This design comes from an exercise in tuning for small area and few clock cycles on the open sky130 flow, not from production work.
Only simulation tests tie the RTL to the original design; equivalence was not proved.
Power figures rest on the tool's default switching activity, not on a simulated workload.

`flow/design.v`:
```
module adc16_tapcal (
    input  wire         clk,
    input  wire         rst,           
    input  wire         start,         
    input  wire [7:0]   cfg_deskew,    
    input  wire [15:0]  cfg_iter,      
    input  wire [15:0]  cfg_snaplen,   
    output wire         busy,
    output reg          done,          
    output reg          done_err,      
    output wire         ev_valid,
    input  wire         ev_ready,
    output wire [1:0]   ev_op,         
    output wire [4:0]   ev_tap,
    output wire [7:0]   ev_mask,
    input  wire         smp_valid,
    input  wire [31:0]  smp_data,
    input  wire         cap_fail,
    output reg          err_valid,
    output wire [4:0]   err_tap,
    output wire [255:0] err_count,     
    output wire [63:0]  cal_result,    
    output wire [255:0] good_map,      
    output reg          heur_slip
);
    localparam OP_SETTAP  = 2'd0;
    localparam OP_BITSLIP = 2'd1;
    localparam OP_CAPTURE = 2'd2;
    localparam S_IDLE  = 3'd0;
    localparam S_SET   = 3'd1;    
    localparam S_CAPEV = 3'd2;    
    localparam S_CAP   = 3'd3;    
    localparam S_DEC0  = 3'd4;    
    localparam S_DEC   = 3'd5;    
    localparam S_APPLY = 3'd6;    
    localparam S_PAD   = 3'd7;    
    localparam P_PROBE0  = 2'd0;
    localparam P_PROBE31 = 2'd1;
    localparam P_SWEEP   = 2'd2;
    reg [2:0]  state;
    reg [1:0]  phase;
    reg [7:0]  deskew;
    reg [15:0] itern;      
    reg [15:0] snapn;      
    reg [15:0] icnt;       
    reg [15:0] bcnt;       
    reg [4:0]  tap;        
    reg        straddle;
    reg [30:0] acc  [0:7];
    reg [7:0]  nz;         
    reg [31:0] gm   [0:7];
    assign busy = (state != S_IDLE);
    genvar g;
    wire st_set   = (state == S_SET);
    wire st_capev = (state == S_CAPEV);
    wire st_cap   = (state == S_CAP);
    wire st_dec0  = (state == S_DEC0);
    wire st_dec   = (state == S_DEC);
    wire st_apply = (state == S_APPLY);
    wire st_pad   = (state == S_PAD);
    wire start_ok = (state == S_IDLE) && start;
    wire       slip_now  = st_set && (phase == P_SWEEP) && (tap == 5'd31) && !heur_slip &&
                           (straddle || (nz != 8'hFF));
    wire [4:0] set_tap   = (phase == P_PROBE31) ? 5'd31 : tap + 5'd1;
    wire [7:0] tapflag;
    wire [4:0] res_tap [0:7];
    wire [2:0] lane = tap[2:0];
    assign ev_valid = st_set || st_capev || (st_apply && tapflag[lane]);
    assign ev_op    = st_capev ? OP_CAPTURE : (slip_now ? OP_BITSLIP : OP_SETTAP);
    assign ev_tap   = st_apply ? res_tap[lane] : set_tap;
    assign ev_mask  = st_apply ? (8'd1 << lane) : 8'hFF;
    assign err_tap  = tap;
    wire set_take = st_set && ev_ready;
    wire       beat     = st_cap && smp_valid;
    wire       capev_take = st_capev && ev_ready;
    wire       last_beat = (bcnt == 16'hFFFE);
    wire       last_iter = (icnt == 16'hFFFF);
    wire       odd      = bcnt[0] ^ snapn[0];
    wire [15:0] bt, it;
    assign bt[0] = beat;
    assign it[0] = capev_take;
    generate
        for (g = 1; g < 16; g = g + 1) begin : g_cc
            assign bt[g] = bt[g-1] & bcnt[g-1];
            assign it[g] = it[g-1] & icnt[g-1];
        end
    endgenerate
    wire set_take_any = st_set && ev_ready;
    always @(posedge clk) begin
        deskew <= (cfg_deskew & {8{start_ok}})   | (deskew & {8{!start_ok}});
        itern  <= (~cfg_iter & {16{start_ok}})   | (itern & {16{!start_ok}});
        snapn  <= (~cfg_snaplen & {16{start_ok}}) | (snapn & {16{!start_ok}});
    end
    always @(posedge clk) begin
        bcnt <= (snapn & {16{capev_take}})   | ((bcnt ^ bt) & {16{!capev_take}});
        icnt <= (itern & {16{set_take_any}}) | ((icnt ^ it) & {16{!set_take_any}});
    end
    wire [3:0] mism;
    generate
        for (g = 0; g < 4; g = g + 1) begin : g_cmp
            assign mism[g] = (smp_data[8*g +: 8] != deskew);
        end
    endgenerate
    wire clr  = rst || (set_take && !slip_now) || st_dec0 || st_pad;
    wire pass2 = tap[4];
    wire gm_sh = err_valid || st_dec || st_pad;
    wire gm_clr = rst || start_ok;
    wire gm_a = gm_sh && !gm_clr;
    wire gm_b = !gm_sh && !gm_clr;
    generate
        for (g = 0; g < 8; g = g + 1) begin : g_lane
            wire [30:0] q = acc[g];
            wire        b0  = gm[g][0];      
            wire        b16 = gm[g][16];     
            wire        inc = beat && mism[g & 3] && (odd == (g >= 4));
            wire i0 = st_dec && !pass2 && (b0 ^ b16);
            wire i1 = st_dec && (pass2 ? b16 : (!b0 && !b16));
            wire i7 = st_dec && !pass2 && !(b0 ^ b16);
            wire i8 = st_dec && (pass2 ? b0 : (b0 && !b16));
            wire [30:0] t;      
            wire [30:0] s = q ^ t;
            assign t[0] = i0 | inc;                  
            assign t[1] = (q[0] & t[0]) | i1;
            genvar k;
            for (k = 2; k < 7; k = k + 1) begin : g_c1
                assign t[k] = q[k-1] & t[k-1];
            end
            assign t[7] = (q[6] & t[6]) | i7;        
            assign t[8] = (q[7] & t[7]) | i8;
            for (k = 9; k < 13; k = k + 1) begin : g_c2
                assign t[k] = q[k-1] & t[k-1];
            end
            wire f1le = !(s[6] || (s[5] && (s[4:0] != 5'd0)));       
            wire f2le = !(s[12] || (s[11] && (s[10:7] != 4'd0)));    
            wire x = q[20] || f1le;
            wire y = q[20] || f2le;
            wire j0 = st_dec && pass2 && x && !y;
            wire j1 = st_dec && pass2 && y;
            assign t[13] = (q[12] & t[12]) | j0;     
            assign t[14] = (q[13] & t[13]) | j1;
            for (k = 15; k < 19; k = k + 1) begin : g_c3
                assign t[k] = q[k-1] & t[k-1];
            end
            wire setA = st_dec && !pass2 && (b0 || b16);
            wire setB = st_dec && (pass2 ? !q[19] : (q[21] && b16));
            wire setS = st_dec && !pass2 && b0;
            assign t[19] = (q[18] & t[18]) | (setA && !q[19]);
            assign t[20] = (q[19] & t[19]) | (setB && !q[20]);
            assign t[21] = (q[20] & t[20]) | (setS && !q[21]);
            for (k = 22; k < 31; k = k + 1) begin : g_c4
                assign t[k] = q[k-1] & t[k-1];
            end
            always @(posedge clk) begin
                if (clr) begin
                    acc[g] <= 31'd0;
                    nz[g]  <= 1'b0;
                end else begin
                    acc[g] <= s;
                    if (inc) nz[g] <= 1'b1;
                end
            end
            wire gin = st_dec ? gm[g][0] : (err_valid && !nz[g]);
            always @(posedge clk)
                gm[g] <= ({gin, gm[g][31:1]} & {32{gm_a}}) | (gm[g] & {32{gm_b}});
            assign tapflag[g] = q[19] && !q[20];
            assign res_tap[g] = q[17:13];
            assign err_count [32*g +: 32] = {1'b0, q};
            assign good_map  [32*g +: 32] = gm[g];
            assign cal_result[8*g  +: 8]  = {q[20], q[19], 1'b0, q[17:13]};
        end
    endgenerate
    always @(posedge clk) begin
        done      <= 1'b0;
        done_err  <= 1'b0;
        err_valid <= 1'b0;
        if (rst) begin
            state     <= S_IDLE;
            heur_slip <= 1'b0;
        end else begin
            case (state)
            S_IDLE: begin
                if (start) begin
                    heur_slip <= 1'b0;
                    straddle  <= 1'b0;
                    phase     <= P_PROBE0;
                    tap       <= 5'd31;
                    state     <= S_SET;
                end
            end
            S_SET: begin
                if (phase == P_PROBE31 && nz != 8'hFF)
                    straddle <= 1'b1;
                if (ev_ready) begin
                    if (slip_now) begin
                        heur_slip <= 1'b1;
                    end else begin
                        tap   <= set_tap;
                        state <= S_CAPEV;
                    end
                end
            end
            S_CAPEV: begin
                if (ev_ready)
                    state <= S_CAP;
            end
            S_CAP: begin
                if (cap_fail) begin
                    state <= S_PAD;
                end else if (smp_valid) begin
                    if (last_beat) begin
                        if (!last_iter) begin
                            state <= S_CAPEV;
                        end else begin
                            case (phase)
                            P_PROBE0:  begin phase <= P_PROBE31; state <= S_SET; end
                            P_PROBE31: begin phase <= P_SWEEP;   state <= S_SET; end
                            default: begin
                                err_valid <= 1'b1;
                                state <= (tap == 5'd31) ? S_DEC0 : S_SET;
                            end
                            endcase
                        end
                    end
                end
            end
            S_DEC0: begin
                tap   <= tap + 5'd1;
                state <= S_DEC;
            end
            S_DEC: begin
                tap <= tap + 5'd1;
                if (tap == 5'd31)
                    state <= S_APPLY;
            end
            S_APPLY: begin
                if (!tapflag[lane] || ev_ready) begin
                    tap <= tap + 5'd1;
                    if (lane == 3'd7) begin
                        done  <= 1'b1;
                        state <= S_IDLE;
                    end
                end
            end
            S_PAD: begin
                tap <= tap + 5'd1;
                if (tap == 5'd31) begin
                    done     <= 1'b1;
                    done_err <= 1'b1;
                    state    <= S_IDLE;
                end
            end
            default: state <= S_IDLE;
            endcase
        end
    end
endmodule
```
`flow/flow/run.sh`:
```
#!/bin/bash
# Layout flow: the standard flow, with two changes after the standard synthesis:
#  * every port still gets its buffer, but a sky130_fd_sc_hd__buf_1 one;
#  * the clock tree is built from clkbuf_4 cells in clusters of up to 10 sinks,
#    without dummy loads.
# Each tool's full output goes to a log file in the work folder.
set -euo pipefail
bash standard.sh synth > flow_synth.log 2>&1
export BUFFER_PORTS_ARGS="-buffer_cell sky130_fd_sc_hd__buf_1"
export CTS_ARGS="-sink_clustering_enable -repair_clock_nets -dont_use_dummy_load -buf_list sky130_fd_sc_hd__clkbuf_4 -sink_clustering_size 10 -sink_clustering_max_diameter 40"
bash standard.sh > flow_layout.log 2>&1
```
`flow/standard.sh`:
```
#!/bin/bash
# synth_recipe.tcl (not shown) runs the flow's synth.tcl, then flattens the netlist and writes it again
# the make line also repeats each setting of config.mk as NAME=value (left out here)
make -C /OpenROAD-flow-scripts/flow DESIGN_CONFIG=/design/flow/config.mk WORK_HOME=/design/flow/orfs CLKGATE_MAP_FILE= SYNTH_SCRIPT=/design/flow/synth_recipe.tcl "${@:-finish}"
```
`flow/config.mk`:
```
export PLATFORM = sky130hd
export DESIGN_NAME = adc16_tapcal
export DESIGN_NICKNAME = adc16_tapcal
export VERILOG_FILES = /design/flow/design.v
export SDC_FILE = /design/flow/constraint.sdc
export NUM_CORES = 4
export LEC_CHECK = 0
export CAP_MARGIN = 20
export CORE_MARGIN = 2
export CORE_UTILIZATION = 70
export SLEW_MARGIN = 20
```
`flow/constraint.sdc`:
```
create_clock -name core_clock -period 25.0 [get_ports {clk}]
set_input_delay 5.0000 -clock core_clock [delete_from_list [all_inputs] [get_ports {clk}]]
set_output_delay 5.0000 -clock core_clock [all_outputs]
set_load 0.01 [all_outputs]
```
==> results of run 1 <==
placed cells by master (no fill, tap or decap), drive strengths merged, types with 6 or more instances in the layout:
cell	n
inv	61
mux2	29
nor2	79
or3	6
edfxtp	48
dfxtp	551
nor3b	15
o21ai	54
a21o	11
and3	13
a31o	8
mux2i	16
o21bai	32
conb	16
nand2	42
nor3	31
buf	676
nand4	17
a31oi	16
ha	268
nand3	8
a22oi	10
a22o	240
and2	230
or4	16
xnor2	45
a21oi	22
clkbuf	78
a211oi	9
layer usage:
layer,vias to the layer above,global-route usage (%),wire [µm]
li1,8618,-,-
met1,8993,45.7,26800
met2,912,61.3,33700
met3,197,10.0,6340
met4,2,17.0,3130
met5,-,0,12
logic make-up after synthesis:
kind of cell	after synthesis	synth area share, %
flip-flops	599	51.3
AND/OR/NAND/NOR	472	11.1
AO/OA/AOI/OAI	429	14.0
buffers and inverters	273	6.05
adder cells (fa/ha/maj)	268	13.8
XOR/XNOR	47	1.69
multiplexers	46	2.10
other	1	0.0154
registers in the layout (all words and copies together), names as in the netlist, named ones only:
register and count:
gm 256, err_valid 1, acc 248, state 3, tap 5, done_err 1, phase 2, heur_slip 1
icnt 16, bcnt 16, straddle 1, done 1, nz 8
final cells by class:
class	count	area [µm²]	share of cell area [%]
sequential	599	12500	46.3
multi-input combinational	1278	10400	38.8
timing repair buffer	676	2600	9.67
clock buffer	78	586	2.18
tap	455	569	2.12
inverter	61	229	0.851
antenna	5	12.5	0.0465
path summary, 6_finish.rpt:
check / startpoint / to / cells after the start
worst max-delay path: smp_data[30] / acc[7][30] / 43
worst min-delay path: flop / bcnt[13] / 1
worst max register to register: state[1] / acc[1][30] / 42
worst min register to register: flop / bcnt[13] / 1
metrics by stage:
stage / total power, mW / area [µm²]
floorplan: 1.24 / 24400
CTS: 1.73 / 26900
global route: 1.80 / 26900
global placement: 1.29 / 26300
detailed placement: 1.30 / 26300
finish: 1.73 / 26900
where the power goes:
group / total, mW / internal [mW] / switching [mW]
registers: 1.06 / 1.02 / 0.0396
clock network: 0.445 / 0.144 / 0.301
logic: 0.222 / 0.0766 / 0.145
total: 1.73 / 1.24 / 0.486
worst max-delay path, delay by kind of cell:
kind / cells / cell delay, ns
XOR/XNOR: 2 / 0.30
buffers and inverters: 1 / 0.09
AO/OA/AOI/OAI: 8 / 1.62
AND/OR/NAND/NOR: 7 / 1.44
adder cells (fa/ha/maj): 25 / 4.77
==> key figures, run 1 <==
Yosys
  • Most numerous cell in the Yosys netlist: dfxtp_1
  • EDFF count, synth: 48
  • Ys async rst share: 0%
  • Mapped Area: 24300 µm²
  • Top cells by count, synth: dfxtp_1, ha_1, a22o_1
  • Post-synthesis register bit count: 599
  • Ys Warns: 3
  • Leading area contributor after synthesis: dfxtp_1
  • Most common flop cell mapped by yosys: dfxtp_1
  • Most area-consuming cells after synthesis: dfxtp_1, ha_1, a22o_1
  • Synth top area share: 45.4%
  • Sequential share of the synthesized area: 51.3%
  • Synth cell types: 61
  • Mapped Cells: 2135
  • Mean Syn Cell Area: 11.4 µm²

Clock network
  • Worst skew pair latency: 0.79 ns
  • CTS clk-pin slew, worst paths: 0.10 ns
  • Depth of the CTS H-tree: 3
  • Setup repair bufs after CTS: 0
  • Hold-fix buffers, CTS: 0
  • Root Buffer: clkbuf_4
  • CTS Sinks: between 500 and 600
  • PostCTS Resize Cnt: 0
  • Clk buf depth: 3
  • Inserted Clock Buffers: 78
  • CTS tree: built

Power
  • Leak: 11.9 nW
  • Pwr/cell area: 64.2 nW/µm²
  • Worst VDD drop: 0.0516 mV

Drt
  • DR iter-0 viols: 1489
  • DRC viols: 0
  • Drt first pass iters: 6
  • Wire per inst: 22.2 µm
  • Via Count: 18700
  • Final WL: 69.9 mm
  • Vias per inst: 5.94
  • Post-DRT Antenna Nets: 0

Layout
  • Nets: approximately 3000
  • Core Util, Final: 78.3%
  • Area growth syn-to-layout: 10.8%
  • # fillers: 2431
  • Layout cell share with drive strength beyond 1: roughly 5.5%
  • Layout Cells excl Fill: 3152

Critical path
  • Worst R2R Setup Slack: 15.94 ns
  • Crit path capture type: flop
  • Worst path arrival time: around 13 ns
  • Slowest stage delay, CP: between 0.5 and 0.6 ns
  • Crit Path Max Fanout: 3
  • Startpoint types: primary input
  • WS Path Type: primary input to flop
  • Crit path top cell by count: ha_1
  • Slowest stage cell on the critical path: or4_1
  • Required time of the critical path: 25.60 ns

Global route
  • Initial antenna violation count: 5
  • First-pass GRT wire length: 103 mm
  • GR Overflow Total: 0
  • Gr usage total: 37.2%
  • Number of global-route vias before repair: 17800
  • Largest net degree at the start of global routing: roughly 260

Run status
  • Status: no timing/DRC/antenna violations

STA
  • RSZ-0062 raised after global routing: no
  • Post-route setup slack: 12.37 ns
  • Final Hold Vio Count: 0
  • Max Clock Freq: 79.2 MHz
  • Layout Skew: 0.0601 ns
  • Final setup fails: 0
  • Max transition margin: between 10% and 20%
  • Min Hold Slack: 0.463 ns
  • TNS Setup: 0 ns
  • Final worst path period share: 50.5%
  • Least-Margin Pin Slew: 1.26 ns
  • Fin. max-slew vios: 0
  • Minimum clock period: 12.63 ns

Run
  • Max Cap Viol: 0

Floorplan
  • IO Count: 680
  • Die area: 36200 µm²
  • Initial Util: between 70% and 80%
  • Core Region: 34400 µm²
  • Die height: between 150 and 200 µm
  • # rows: 68
  • Die width: 190 µm

Place
  • Setup WS pre-CTS: 11.70 ns
  • Placed Instances: 3069
  • DP Wirelength: ~53 mm
  • RD Place Congestion: around 0.92
  • Input/output buffers: 663

Worst hold path
  • HP Class: flop to flop
Testbench counts, summed over its fixed seeds: cycles 202,129.
==> run 2: changes to the inputs <==
==> flow/run.sh (new file) <==
#!/bin/bash
# synth_recipe.tcl (not shown) runs the flow's synth.tcl, then flattens the netlist and writes it again
# the make line also repeats each setting of config.mk as NAME=value (left out here)
make -C /OpenROAD-flow-scripts/flow DESIGN_CONFIG=/design/flow/config.mk WORK_HOME=/design/flow/orfs CLKGATE_MAP_FILE= SYNTH_SCRIPT=/design/flow/synth_recipe.tcl finish
--- a/flow/config.mk
+++ b/flow/config.mk
@@ -8,4 +8,7 @@
 export CAP_MARGIN = 20
 export CORE_MARGIN = 2
 export CORE_UTILIZATION = 70
+export CTS_BUF_LIST = sky130_fd_sc_hd__clkbuf_4
+export CTS_CLUSTER_DIAMETER = 35
+export CTS_CLUSTER_SIZE = 8
 export SLEW_MARGIN = 20
removed: flow/flow/run.sh
removed: flow/standard.sh
==> key figures, run 2 <==
Clock network
  • Depth of the CTS H-tree: 3
  • Worst skew pair latency: 0.81 ns
  • Inserted Clock Buffers: 95
  • Setup repair bufs after CTS: 0
  • Root Buffer: clkbuf_4
  • Clk buf depth: 3
  • PostCTS Resize Cnt: 0
  • CTS Sinks: 599
  • CTS clk-pin slew, worst paths: ~0.11 ns
  • CTS tree: built
  • Hold-fix buffers, CTS: 0

Yosys
  • Mapped Cells: 2135
  • Synth top area share: a little under half
  • Sequential share of the synthesized area: 51.3%
  • EDFF count, synth: 48
  • Post-synthesis register bit count: 599
  • Ys Warns: 3
  • Most numerous cell in the Yosys netlist: dfxtp_1
  • Synth cell types: 61
  • Most common flop cell mapped by yosys: dfxtp_1
  • Mapped Area: approximately 24000 µm²
  • Most area-consuming cells after synthesis: dfxtp_1, ha_1, a22o_1
  • Ys async rst share: 0%
  • Top cells by count, synth: dfxtp_1, ha_1, a22o_1
  • Leading area contributor after synthesis: dfxtp_1
  • Mean Syn Cell Area: 11.4 µm²

Power
  • Power share of the combinational group: 13.6%
  • Total power: 1.93 mW
  • Sw frac: 29.5%
  • Register share of total power: 55.3%
  • Pwr/cell area: 61.3 nW/µm²
  • Psw: 571 µW
  • Worst VDD drop: 0.0495 mV
  • Int Pwr: between 1 and 1.5 mW
  • Leak: 13.7 nW
  • Clk network pwr share: 31.1%

Layout
  • # fillers: roughly 1300
  • Commonest non-fill, non-tap cell in the layout: clkdlybuf4s50_1
  • Nets: 3055
  • Max FFs per register: approximately 260
  • Core Util, Final: 91.8%
  • Layout cell share with drive strength beyond 1: 7.36%
  • Area growth syn-to-layout: 29.8%
  • Most flop-heavy register: gm
  • Largest registers: gm (256), acc (248)
  • Area occupied by multi-input gates: ~10000 µm²
  • Design area: approximately 32000 µm²
  • Layout Cells excl Fill: around 3200
  • Leading cell types in the layout, fill and taps excluded: clkdlybuf4s50_1, dfxtp_1, ha_1
  • Register Area: 12500 µm²

Global route
  • Number of global-route vias before repair: 21400
  • Initial antenna violation count: 8
  • Gr usage total: ~49%
  • Largest net degree at the start of global routing: 257
  • GR Overflow Total: 0
  • First-pass GRT wire length: 132 mm

STA
  • Post-route setup slack: approximately 11 ns
  • Fin. max-slew vios: 0
  • Final worst path period share: 54.5%
  • TNS Setup: 0 ns
  • Max Clock Freq: 73.4 MHz
  • Least-Margin Pin Slew: between 1 and 1.5 ns
  • Layout Skew: 0.0608 ns
  • Min Hold Slack: between 0.4 and 0.5 ns
  • Final setup fails: 0
  • Max transition margin: 17.5%
  • Minimum clock period: 13.63 ns
  • Final Hold Vio Count: 0
  • RSZ-0062 raised after global routing: no

Drt
  • Vias per inst: 6.46
  • Wire per inst: ~28 µm
  • DR iter-0 viols: 2388
  • Post-DRT Antenna Nets: 0
  • Drt first pass iters: 8
  • Via Count: 20800
  • DRC viols: 0
  • Final WL: 90.8 mm

Critical path
  • Slowest stage delay, CP: about 0.58 ns
  • WS Path Type: primary input to flop
  • Crit path capture type: flop
  • Crit path top cell by count: ha_1
  • Crit Path Max Fanout: 7
  • Required time of the critical path: between 20 and 30 ns
  • Startpoint types: primary input
  • Worst path arrival time: 14.28 ns
  • Slowest stage cell on the critical path: or4_1

Floorplan
  • Die height: 190 µm
  • Die width: 190 µm
  • Initial Util: 70.7%
  • Core Region: between 30000 and 40000 µm²
  • Die area: 36200 µm²
  • IO Count: 680
  • # rows: 68

Place
  • Placed cell areas: a little over 30000 µm²
  • DP Wirelength: a little over 60 mm
  • Input/output buffers: 663
  • Placed Instances: 3067
  • RD Place Congestion: 0.918
  • Setup WS pre-CTS: 11.04 ns

Worst hold path
  • HP Class: flop to flop

Run status
  • Status: no timing/DRC/antenna violations

Run
  • Max Cap Viol: 0
## run 2: cell families after synthesis
group                    after synthesis  synth area share [%]
AO/OA/AOI/OAI                        429                  14.0
AND/OR/NAND/NOR                      472                  11.1
multiplexers                          46                  2.10
flip-flops                           599                  51.3
buffers and inverters                273                  6.05
other                                  1                0.0154
adder cells (fa/ha/maj)              268                  13.8
XOR/XNOR                              47                  1.69
## run 2: per-layer routing
| layer | global-route usage [%] | vias to the layer above | wire length, µm |
|---|---|---|---|
| li1 | - | 8689 | - |
| met1 | 49.8 | 9950 | 28800 |
| met2 | 80.2 | 1587 | 42800 |
| met3 | 17.2 | 572 | 10600 |
| met4 | 39.9 | 2 | 8560 |
| met5 | 0 | - | 13 |
## run 2: area by class of cell
class,instances,area share (%)
Inverter,61,0.726
Sequential cell,599,39.5
Clock buffer,118,2.81
Timing Repair Buffer,674,21.4
Clock inverter,27,0.587
Tap cell,455,1.80
Antenna cell,7,0.0555
Multi-Input combinational cell,1278,33.1
## run 2: power groups by stage
stage	Sequential (mW)	Clock [mW]	Combinational (mW)
global route	1.07	0.638	0.276
global placement	1.08	0	0.227
finish	1.07	0.601	0.264
CTS	1.07	0.598	0.256
floorplan	1.06	0	0.182
detailed placement	1.08	0	0.245
## run 2: worst paths after layout
path	startpoint	end	slack [ns]	depth (start not counted)
max	smp_valid	acc[1][30]	11.37	43
min	flop	icnt[2]	0.48	1
max reg2reg	state[0]	acc[1][30]	15.01	42
min reg2reg	flop	icnt[2]	0.48	1
## run 2: worst max-delay path, delay by kind of cell
family,cells,cell delay (ns)
AOI/OAI and AO/OA,8,1.55
xor gates and xnor gates,1,0.27
adders and majority gates,25,4.67
buffers and inverters,2,0.54
and+or+nand+nor,7,2.26

-- separate check: timing with driven ports --
No port has a modelled driver above. Below, the same layouts with a new extraction and two added sets of constraints. Step 1, drivers: a clkbuf_16 drives clk and a buf_2 each remaining input, both assumed. Step 2 times the ports against the registers' clock, not the clock port: input delays grow and output delays shrink by t, the midpoint of the rising clock arrivals with the driver on. Slacks: ideal / step 1 / step 2; pairs: ideal / step 1.
| run | t, ns | setup slack, ns | worst setup path after step 2 | clock arrival spread, ns |
|---|---|---|---|---|
| run 1 | 0.808 | 12.369 / 12.396 / 11.588 | input to register | 0.062 / 0.061 |
| run 2 | 0.829 | 11.373 / 11.326 / 10.497 | input to register | 0.063 / 0.064 |
After both steps every run listed still meets setup and hold. The setup slack of run 2, which loses most, moves by -0.047 ns with the drivers and by -0.876 ns with both steps.
